From an optimization exercise on the open Yosys and OpenROAD flow, aimed at small area, a short achievable clock period and few clock cycles per item; shortcuts taken in it are not production practice.
RTL that was checked went through simulation tests only; none was proved equivalent to the original.
Power is estimated from default activity; no workload was simulated.

==> flow/design.v <==
module enc1750_fmt (
    input  wire [38:0] frac,    
    input  wire  [2:0] fsel,    
    input  wire        m39,     
    input  wire        m38,     
    input  wire  [7:0] xe0,     
    input  wire        xinc,    
    input  wire        xdec,    
    output wire [47:0] data
);
    wire c = (fsel[0] & frac[30]) | (fsel[1] & frac[16]) | (fsel[2] & frac[0]);
    wire [37:0] xs = frac[38:1];
    wire [7:0]  xa = xs[37:30];
    wire [13:0] xb = xs[29:16];
    wire [15:0] xc = xs[15:0];
    wire cc = c;
    wire cb = fsel[2] ? (c & (&xc)) : c;
    wire ca = fsel[0] ? c : cb & (&xb);
    wire [15:0] wc;
    wire [13:0] wb;
    wire [7:0]  wa;
    genvar i;
    generate
        for (i = 0; i < 16; i = i + 1) begin : g_c
            if (i == 0) assign wc[i] = xc[i] ^ cc;
            else        assign wc[i] = xc[i] ^ (cc & (&xc[i-1:0]));
        end
        for (i = 0; i < 14; i = i + 1) begin : g_b
            if (i == 0) assign wb[i] = xb[i] ^ cb;
            else        assign wb[i] = xb[i] ^ (cb & (&xb[i-1:0]));
        end
        for (i = 0; i < 8; i = i + 1) begin : g_a
            if (i == 0) assign wa[i] = xa[i] ^ ca;
            else        assign wa[i] = xa[i] ^ (ca & (&xa[i-1:0]));
        end
    endgenerate
    wire ina = fsel[0] | fsel[1] | fsel[2];
    wire inb = fsel[1] | fsel[2];
    wire inc = fsel[2];
    wire [7:0]  ma = wa & {8{ina}};
    wire [13:0] mb = wb & {14{inb}};
    wire [15:0] mc = wc & {16{inc}};
    wire [7:0] flip;
    generate
        for (i = 0; i < 8; i = i + 1) begin : g_e
            if (i == 0) assign flip[i] = xinc | xdec;
            else        assign flip[i] = (xinc & (&xe0[i-1:0])) | (xdec & ~(|xe0[i-1:0]));
        end
    endgenerate
    wire [7:0] xe = xe0 ^ flip;
    assign data = {m39, m38, ma, mb[13:8] | (xe[5:0] & {6{fsel[0]}}), mb[7:0],
                   xe & {8{~fsel[0]}}, mc};
endmodule
module enc1750_core (
    input  wire [63:0] value,
    input  wire  [7:0] width,
    output wire [52:0] sig,     
    output wire        subn,    
    output wire  [2:0] fsel,    
    output wire        m39,     
    output wire        m38,     
    output wire  [7:0] xe,      
    output wire        xinc,    
    output wire        xdec,    
    output wire        nf       
);
    wire        s  = value[63];
    wire [10:0] be = value[62:52];
    wire [51:0] fr = value[51:0];
    wire w16 = (width == 8'd16);
    wire w32 = (width == 8'd32);
    wire w48 = (width == 8'd48);
    wire wok = w16 | w32 | w48;
    wire nonfinite = &be;
    wire is_sub    = ~|be;
    wire is_zero   = is_sub & ~|fr;
    wire ok        = wok & ~nonfinite;
    assign sig    = {~is_sub, fr} ^ {53{s}};
    assign subn   = ok & is_sub & ~is_zero;
    assign fsel   = {w48, w32, w16} & {3{ok}};
    assign m39    = ok & ~is_zero & s;
    assign m38    = ok & ~is_zero & ~s;
    assign nf     = wok & nonfinite;
    wire ones16 = &fr[51:43], ones32 = &fr[42:29], ones48 = &fr[28:13];
    wire zer16  = ~|fr[51:43], zer32 = ~|fr[42:29], zer48 = ~|fr[28:13];
    wire all1 = ones16 & (w16 | (ones32 & (w32 | ones48)));
    wire all0 = zer16  & (w16 | (zer32  & (w32 | zer48)));
    wire inc  = ~s & all1;
    wire dec  = s & all0;
    wire [10:0] lo = w16 ? 11'd990 : 11'd894;
    wire [10:0] hi = w16 ? 11'd1053 : 11'd1149;
    wire le_lo = (be <= lo), ge_hi = (be >= hi);
    wire eq_lo = (be == lo), eq_hi = (be == hi);
    wire [7:0] be2 = be[7:0] + 8'd2;
    wire [7:0] sat = w16 ? (le_lo ? 8'h20 : 8'h1f) : (le_lo ? 8'h80 : 8'h7f);
    wire [7:0] xv  = w16 ? {2'b00, be2[5:0]} : be2;
    wire [7:0] xn  = (le_lo | ge_hi) ? sat : xv;
    wire inc_ok = (~le_lo | eq_lo) & ~ge_hi;
    wire dec_ok = ~le_lo & (~ge_hi | eq_hi);
    wire [7:0] xs = is_zero ? 8'h00 : is_sub ? (w16 ? 8'h20 : 8'h80) : xn;
    assign xe     = ok ? xs : 8'd0;
    assign xinc   = ok & ~is_sub & inc & inc_ok;
    assign xdec   = ok & ~is_sub & dec & dec_ok;
endmodule
module fp_encode_1750a (
    input  wire        clk,
    input  wire        rst,
    input  wire        in_valid,
    output wire        in_ready,
    input  wire [63:0] in_value,
    input  wire  [7:0] in_width,
    output wire        out_valid,
    input  wire        out_ready,
    output wire [47:0] out_data,
    output wire  [2:0] out_nbytes,
    output wire  [1:0] out_status
);
    wire [52:0] c_sig;
    wire        c_subn;
    wire  [2:0] c_fsel;
    wire        c_m39, c_m38;
    wire  [7:0] c_xe;
    wire        c_xinc, c_xdec;
    wire        c_nf;
    enc1750_core u_core (
        .value (in_value),
        .width (in_width),
        .sig   (c_sig),
        .subn  (c_subn),
        .fsel  (c_fsel),
        .m39   (c_m39),
        .m38   (c_m38),
        .xe    (c_xe),
        .xinc  (c_xinc),
        .xdec  (c_xdec),
        .nf    (c_nf)
    );
    reg        ov;       
    reg [52:0] sig_q;
    reg  [2:0] fsel_q;
    reg        m39_q, m38_q;
    reg  [7:0] xe_q;
    reg        xinc_q, xdec_q;
    reg        nf_q;
    reg        pend_q;   
    wire pend = (m39_q & sig_q[52]) | (m38_q & ~sig_q[52]);
    wire load = ~ov | (~pend & out_ready);
    assign in_ready  = ~rst & (~ov | (~pend_q & out_ready));
    assign out_valid = ~rst & ov & ~pend_q;
    wire top5z = m39_q ? &sig_q[52:48] : ~|sig_q[52:48];
    always @(posedge clk) begin
        if (rst) begin
            ov     <= 1'b0;
            pend_q <= 1'b0;
        end else if (load) begin
            ov     <= in_valid;
            pend_q <= in_valid & c_subn;
        end else if (pend) begin
            pend_q <= (top5z ? sig_q[47] : sig_q[51]) ~^ m39_q;
        end
    end
    wire sel_ld = load;
    wire sel_s5 = ~load & pend & top5z;
    wire sel_s1 = ~load & pend & ~top5z;
    wire sel_h  = ~load & ~pend;
    wire [52:0] sig_d = ({53{sel_ld}} & c_sig)
                      | ({53{sel_s5}} & {sig_q[47:0], {5{m39_q}}})
                      | ({53{sel_s1}} & {sig_q[51:0], m39_q})
                      | ({{40{sel_h}}, 13'd0} & sig_q);
    always @(posedge clk) sig_q <= sig_d;
    always @(posedge clk) begin
        if (load) begin
            fsel_q   <= c_fsel;
            m39_q    <= c_m39;
            m38_q    <= c_m38;
            xe_q     <= c_xe;
            xinc_q   <= c_xinc;
            xdec_q   <= c_xdec;
            nf_q     <= c_nf;
        end
    end
    enc1750_fmt u_fmt (
        .frac(sig_q[51:13]),
        .fsel(fsel_q),
        .m39 (m39_q),
        .m38 (m38_q),
        .xe0 (xe_q),
        .xinc(xinc_q),
        .xdec(xdec_q),
        .data(out_data)
    );
    assign out_status = {nf_q, ~(fsel_q[0] | fsel_q[1] | fsel_q[2] | nf_q)};
    assign out_nbytes = {fsel_q[1] | fsel_q[2], fsel_q[0] | fsel_q[2], 1'b0};
endmodule
export LEC_CHECK = 0
export ABC_AREA = 0
export CAP_MARGIN = 20
export CORE_MARGIN = 2
export CORE_UTILIZATION = 40
export CTS_BUF_LIST = sky130_fd_sc_hd__clkbuf_8
export SLEW_MARGIN = 20
create_clock -name core_clock -period 10.0 [get_ports {clk}]
standard.sh (not shown) runs the stock make flow with config.mk's settings and CLKGATE_MAP_FILE= SYNTH_SCRIPT=/design/flow/synth_recipe.tcl, a recipe that flattens the netlist after the stock synthesis.
==> flow/flow/run.sh <==
#!/bin/bash
# The standard layout (standard.sh, the standard flow's own ORFS flow) with four changes:
# the port buffers are sky130_fd_sc_hd__buf_2 cells instead of the delay
# buffers buffer_ports picks by default (every port still gets a buffer),
# timing repair aims for a setup slack of 5.4 ns, clock tree synthesis adds
# no dummy loads, and the request data ports' buffers are made buf_1 after
# global placement (flow/ports.tcl).
set -euo pipefail
export BUFFER_PORTS_ARGS="-buffer_cell sky130_fd_sc_hd__buf_2"
export SETUP_SLACK_MARGIN=5.4
export CTS_ARGS="-sink_clustering_enable -repair_clock_nets -buf_list sky130_fd_sc_hd__clkbuf_8 -dont_use_dummy_load"
export POST_GLOBAL_PLACE_TCL="$PWD/flow/ports.tcl"
bash standard.sh > standard.log 2>&1
==> flow/flow/ports.tcl <==
# After global placement: the buffers of the request data ports (in_value,
# in_width) become sky130_fd_sc_hd__buf_1. Every port keeps its buffer; the
# handshake and reset ports keep buf_2. Timing repair may resize them again.
set block [ord::get_db_block]
set n 0
foreach bterm [$block getBTerms] {
  set name [$bterm getName]
  if {[$bterm getIoType] ne "INPUT"} { continue }
  if {![string match "in_value*" $name] && ![string match "in_width*" $name]} { continue }
  set net [$bterm getNet]
  foreach iterm [$net getITerms] {
    set inst [$iterm getInst]
    if {[[$inst getMaster] getName] eq "sky130_fd_sc_hd__buf_2"} {
      replace_cell [get_cells [$inst getName]] sky130_fd_sc_hd__buf_1
      incr n
    }
  }
}
puts "ports.tcl: $n input buffers resized to buf_1"
Edit:
--- a/flow/design.v
+++ b/flow/design.v
@@ -1,15 +1,15 @@
 module enc1750_fmt (
     input  wire [38:0] frac,    
+    input  wire        c,       
     input  wire  [2:0] fsel,    
     input  wire        m39,     
     input  wire        m38,     
     input  wire  [7:0] xe0,     
     input  wire        xinc,    
     input  wire        xdec,    
     output wire [47:0] data
 );
-    wire c = (fsel[0] & frac[30]) | (fsel[1] & frac[16]) | (fsel[2] & frac[0]);
     wire [37:0] xs = frac[38:1];
     wire [7:0]  xa = xs[37:30];
     wire [13:0] xb = xs[29:16];
     wire [15:0] xc = xs[15:0];
@@ -86,18 +86,16 @@
     wire all1 = ones16 & (w16 | (ones32 & (w32 | ones48)));
     wire all0 = zer16  & (w16 | (zer32  & (w32 | zer48)));
     wire inc  = ~s & all1;
     wire dec  = s & all0;
-    wire [10:0] lo = w16 ? 11'd990 : 11'd894;
-    wire [10:0] hi = w16 ? 11'd1053 : 11'd1149;
-    wire le_lo = (be <= lo), ge_hi = (be >= hi);
-    wire eq_lo = (be == lo), eq_hi = (be == hi);
+    wire lo8 = (be <= 11'd894),  hi8 = (be >= 11'd1149);
+    wire lo6 = (be <= 11'd990),  hi6 = (be >= 11'd1053);
     wire [7:0] be2 = be[7:0] + 8'd2;
-    wire [7:0] sat = w16 ? (le_lo ? 8'h20 : 8'h1f) : (le_lo ? 8'h80 : 8'h7f);
-    wire [7:0] xv  = w16 ? {2'b00, be2[5:0]} : be2;
-    wire [7:0] xn  = (le_lo | ge_hi) ? sat : xv;
-    wire inc_ok = (~le_lo | eq_lo) & ~ge_hi;
-    wire dec_ok = ~le_lo & (~ge_hi | eq_hi);
+    wire [7:0] xf8 = lo8 ? 8'h80 : hi8 ? 8'h7f : be2;
+    wire [5:0] xf6 = lo6 ? 6'h20 : hi6 ? 6'h1f : be2[5:0];
+    wire inc_ok = w16 ? ((be >= 11'd990) & ~hi6) : ((be >= 11'd894) & ~hi8);
+    wire dec_ok = w16 ? (~lo6 & (be <= 11'd1053)) : (~lo8 & (be <= 11'd1149));
+    wire [7:0] xn = w16 ? {2'b00, xf6} : xf8;
     wire [7:0] xs = is_zero ? 8'h00 : is_sub ? (w16 ? 8'h20 : 8'h80) : xn;
     assign xe     = ok ? xs : 8'd0;
     assign xinc   = ok & ~is_sub & inc & inc_ok;
     assign xdec   = ok & ~is_sub & dec & dec_ok;
@@ -167,8 +165,12 @@
                       | ({53{sel_s5}} & {sig_q[47:0], {5{m39_q}}})
                       | ({53{sel_s1}} & {sig_q[51:0], m39_q})
                       | ({{40{sel_h}}, 13'd0} & sig_q);
     always @(posedge clk) sig_q <= sig_d;
+    wire [2:0] fsel_d = load ? c_fsel : fsel_q;
+    reg        c_q;
+    always @(posedge clk)
+        c_q <= (fsel_d[0] & sig_d[43]) | (fsel_d[1] & sig_d[29]) | (fsel_d[2] & sig_d[13]);
     always @(posedge clk) begin
         if (load) begin
             fsel_q   <= c_fsel;
             m39_q    <= c_m39;
@@ -180,8 +182,9 @@
         end
     end
     enc1750_fmt u_fmt (
         .frac(sig_q[51:13]),
+        .c   (c_q),
         .fsel(fsel_q),
         .m39 (m39_q),
         .m38 (m38_q),
         .xe0 (xe_q),
Effect: The new run went through all stages and came out clean; clock-buffer cell count does not change; non-clock buffer count went down by 13; power went down by 12%; wire length went down by about 2.7%; die area is unchanged; worst hold slack improved by 0.021 ns; clock skew barely changes.
Testbench counts after the change, summed over its fixed seeds: cycles 24,809, items 24,000.
Only the layout flow was run in the first run of this note; the RTL was not checked for function there.


Another version of the RTL of fp_encode_1750a (not shown whole).
Size in the first run: roughly 610 cells after synthesis, roughly 71 flip-flops, ~5100 sq um of cells after synthesis.
## fp_encode_1750a
module fp_encode_1750a (
    input  wire        clk,
    input  wire        rst,
    input  wire        in_valid,
    output wire        in_ready,
    input  wire [63:0] in_value,
    input  wire  [7:0] in_width,
    output wire        out_valid,
    input  wire        out_ready,
    output wire [47:0] out_data,
    output wire  [2:0] out_nbytes,
    output wire  [1:0] out_status
);
export LEC_CHECK = 0
export ABC_AREA = 0
export CAP_MARGIN = 20
export CORE_MARGIN = 2
export CORE_UTILIZATION = 40
export CTS_BUF_LIST = sky130_fd_sc_hd__clkbuf_8
export SLEW_MARGIN = 20
create_clock -name core_clock -period 10.0 [get_ports {clk}]
Scripts as last shown in full above: flow/flow/run.sh, flow/flow/ports.tcl
Rerun with:
--- a/flow/design.v
+++ b/flow/design.v
@@ -8,50 +8,43 @@
     input  wire        xdec,    
     output wire [47:0] data
 );
     wire c = (fsel[0] & frac[30]) | (fsel[1] & frac[16]) | (fsel[2] & frac[0]);
     wire [37:0] xs = frac[38:1];
     wire [7:0]  xa = xs[37:30];
     wire [13:0] xb = xs[29:16];
     wire [15:0] xc = xs[15:0];
     wire cc = c;
     wire cb = fsel[2] ? (c & (&xc)) : c;
     wire ca = fsel[0] ? c : cb & (&xb);
-    wire [15:0] pc; wire [13:0] pb; wire [7:0] pa;
-    assign pc[0] = cc; assign pb[0] = cb; assign pa[0] = ca;
-    genvar j;
-    generate for (j = 1; j < 16; j = j + 1) begin : g_pc assign pc[j] = pc[j-1] & xc[j-1]; end endgenerate
-    generate for (j = 1; j < 14; j = j + 1) begin : g_pb assign pb[j] = pb[j-1] & xb[j-1]; end endgenerate
-    generate for (j = 1; j < 8; j = j + 1) begin : g_pa assign pa[j] = pa[j-1] & xa[j-1]; end endgenerate
     wire [15:0] wc;
     wire [13:0] wb;
     wire [7:0]  wa;
     genvar i;
     generate
         for (i = 0; i < 16; i = i + 1) begin : g_c
             if (i == 0) assign wc[i] = xc[i] ^ cc;
-            else        assign wc[i] = xc[i] ^ pc[i];
+            else        assign wc[i] = xc[i] ^ (cc & (&xc[i-1:0]));
         end
         for (i = 0; i < 14; i = i + 1) begin : g_b
             if (i == 0) assign wb[i] = xb[i] ^ cb;
-            else        assign wb[i] = xb[i] ^ pb[i];
+            else        assign wb[i] = xb[i] ^ (cb & (&xb[i-1:0]));
         end
         for (i = 0; i < 8; i = i + 1) begin : g_a
             if (i == 0) assign wa[i] = xa[i] ^ ca;
-            else        assign wa[i] = xa[i] ^ pa[i];
+            else        assign wa[i] = xa[i] ^ (ca & (&xa[i-1:0]));
         end
     endgenerate
-    wire ina = fsel[0] | fsel[1] | fsel[2];
     wire inb = fsel[1] | fsel[2];
     wire inc = fsel[2];
-    wire [7:0]  ma = wa & {8{ina}};
+    wire [7:0]  ma = wa;
     wire [13:0] mb = wb & {14{inb}};
     wire [15:0] mc = wc & {16{inc}};
     wire [7:0] flip;
     generate
         for (i = 0; i < 8; i = i + 1) begin : g_e
             if (i == 0) assign flip[i] = xinc | xdec;
             else        assign flip[i] = (xinc & (&xe0[i-1:0])) | (xdec & ~(|xe0[i-1:0]));
         end
     endgenerate
     wire [7:0] xe = xe0 ^ flip;
     assign data = {m39, m38, ma, mb[13:8] | (xe[5:0] & {6{fsel[0]}}), mb[7:0],
@@ -85,32 +78,30 @@
     assign subn   = ok & is_sub & ~is_zero;
     assign fsel   = {w48, w32, w16} & {3{ok}};
     assign m39    = ok & ~is_zero & s;
     assign m38    = ok & ~is_zero & ~s;
     assign nf     = wok & nonfinite;
     wire ones16 = &fr[51:43], ones32 = &fr[42:29], ones48 = &fr[28:13];
     wire zer16  = ~|fr[51:43], zer32 = ~|fr[42:29], zer48 = ~|fr[28:13];
     wire all1 = ones16 & (w16 | (ones32 & (w32 | ones48)));
     wire all0 = zer16  & (w16 | (zer32  & (w32 | zer48)));
     wire inc  = ~s & all1;
     wire dec  = s & all0;
-    wire [10:0] lo = w16 ? 11'd990 : 11'd894;
-    wire [10:0] hi = w16 ? 11'd1053 : 11'd1149;
-    wire le_lo = (be <= lo), ge_hi = (be >= hi);
-    wire eq_lo = (be == lo), eq_hi = (be == hi);
+    wire lo8 = (be <= 11'd894),  hi8 = (be >= 11'd1149);
+    wire lo6 = (be <= 11'd990),  hi6 = (be >= 11'd1053);
     wire [7:0] be2 = be[7:0] + 8'd2;
-    wire [7:0] sat = w16 ? (le_lo ? 8'h20 : 8'h1f) : (le_lo ? 8'h80 : 8'h7f);
-    wire [7:0] xv  = w16 ? {2'b00, be2[5:0]} : be2;
-    wire [7:0] xn  = (le_lo | ge_hi) ? sat : xv;
-    wire inc_ok = (~le_lo | eq_lo) & ~ge_hi;
-    wire dec_ok = ~le_lo & (~ge_hi | eq_hi);
+    wire [7:0] xf8 = lo8 ? 8'h80 : hi8 ? 8'h7f : be2;
+    wire [5:0] xf6 = lo6 ? 6'h20 : hi6 ? 6'h1f : be2[5:0];
+    wire inc_ok = w16 ? ((be >= 11'd990) & ~hi6) : ((be >= 11'd894) & ~hi8);
+    wire dec_ok = w16 ? (~lo6 & (be <= 11'd1053)) : (~lo8 & (be <= 11'd1149));
+    wire [7:0] xn = w16 ? {2'b00, xf6} : xf8;
     wire [7:0] xs = is_zero ? 8'h00 : is_sub ? (w16 ? 8'h20 : 8'h80) : xn;
     assign xe     = ok ? xs : 8'd0;
     assign xinc   = ok & ~is_sub & inc & inc_ok;
     assign xdec   = ok & ~is_sub & dec & dec_ok;
 endmodule
 module fp_encode_1750a (
     input  wire        clk,
     input  wire        rst,
     input  wire        in_valid,
     output wire        in_ready,
     input  wire [63:0] in_value,
@@ -157,23 +148,23 @@
     always @(posedge clk) begin
         if (rst) begin
             ov     <= 1'b0;
             pend_q <= 1'b0;
         end else if (load) begin
             ov     <= in_valid;
             pend_q <= in_valid & c_subn;
         end else if (pend) begin
             pend_q <= (top5z ? sig_q[47] : sig_q[51]) ~^ m39_q;
         end
     end
-    wire sel_ld = load;
+    wire sel_ld = load & (c_fsel[0] | c_fsel[1] | c_fsel[2]);
     wire sel_s5 = ~load & pend & top5z;
     wire sel_s1 = ~load & pend & ~top5z;
     wire sel_h  = ~load & ~pend;
     wire [52:0] sig_d = ({53{sel_ld}} & c_sig)
                       | ({53{sel_s5}} & {sig_q[47:0], {5{m39_q}}})
                       | ({53{sel_s1}} & {sig_q[51:0], m39_q})
                       | ({{40{sel_h}}, 13'd0} & sig_q);
     always @(posedge clk) sig_q <= sig_d;
     always @(posedge clk) begin
         if (load) begin
             fsel_q   <= c_fsel;
After rerunning:
- The changed run finished clean
- clock skew is about the same
- power goes down by 26%
- sequential power is lower by 21%
- worst hold slack improved by 0.055 ns
- combinational power went down by 51%
- non-clock buffer count came out lower by 7
- count of clock-buffer cells in the layout does not change
- worst setup slack improves by 1.7 ns
- utilization decreases by 7.4 points
- design area fell by 8.8%
- die area goes up by 6.0%
- critical path depth shrinks by 17
- sequential share of layout area is higher by 2.2 points
Function was not checked in any run of this note: the RTL went through the layout flow alone.

[afterwards: timing with drivers on the ports]
The results above use ideal ports. As a check the final layouts listed here were re-extracted and re-timed, cells and wires unchanged.
Step 1: set_driving_cell puts a clkbuf_16 on clk and a buf_2 on each other input, an assumption about the parent block.
Step 2, shift: input delay + t, output delay - t, t = (earliest + latest rising clock arrival at the registers) / 2. This alone moves slack from input paths to output paths.
a / b / c = ideal ports / drivers / drivers and shift; a / b = the first two.
run	shift t [ns]	setup slack, ns	slew at the worst register clock pin (ns)	worst slew at a driven data input, ns
the first run of note 1	0.376	5.439 / 5.404 / 5.153	0.08 / 0.08	0.04
the second run of note 1	0.376	5.575 / 5.552 / 5.557	0.08 / 0.08	0.07
the first run of note 2	0.402	3.900 / 3.867 / 4.269	0.09 / 0.09	0.04
the second run of note 2	0.379	5.562 / 5.543 / 5.543	0.08 / 0.08	0.04
After both steps setup and hold are still met in every run listed. The setup slack of the first run of note 1, which loses most, moves by -0.035 ns with the drivers and by -0.286 ns with both steps.
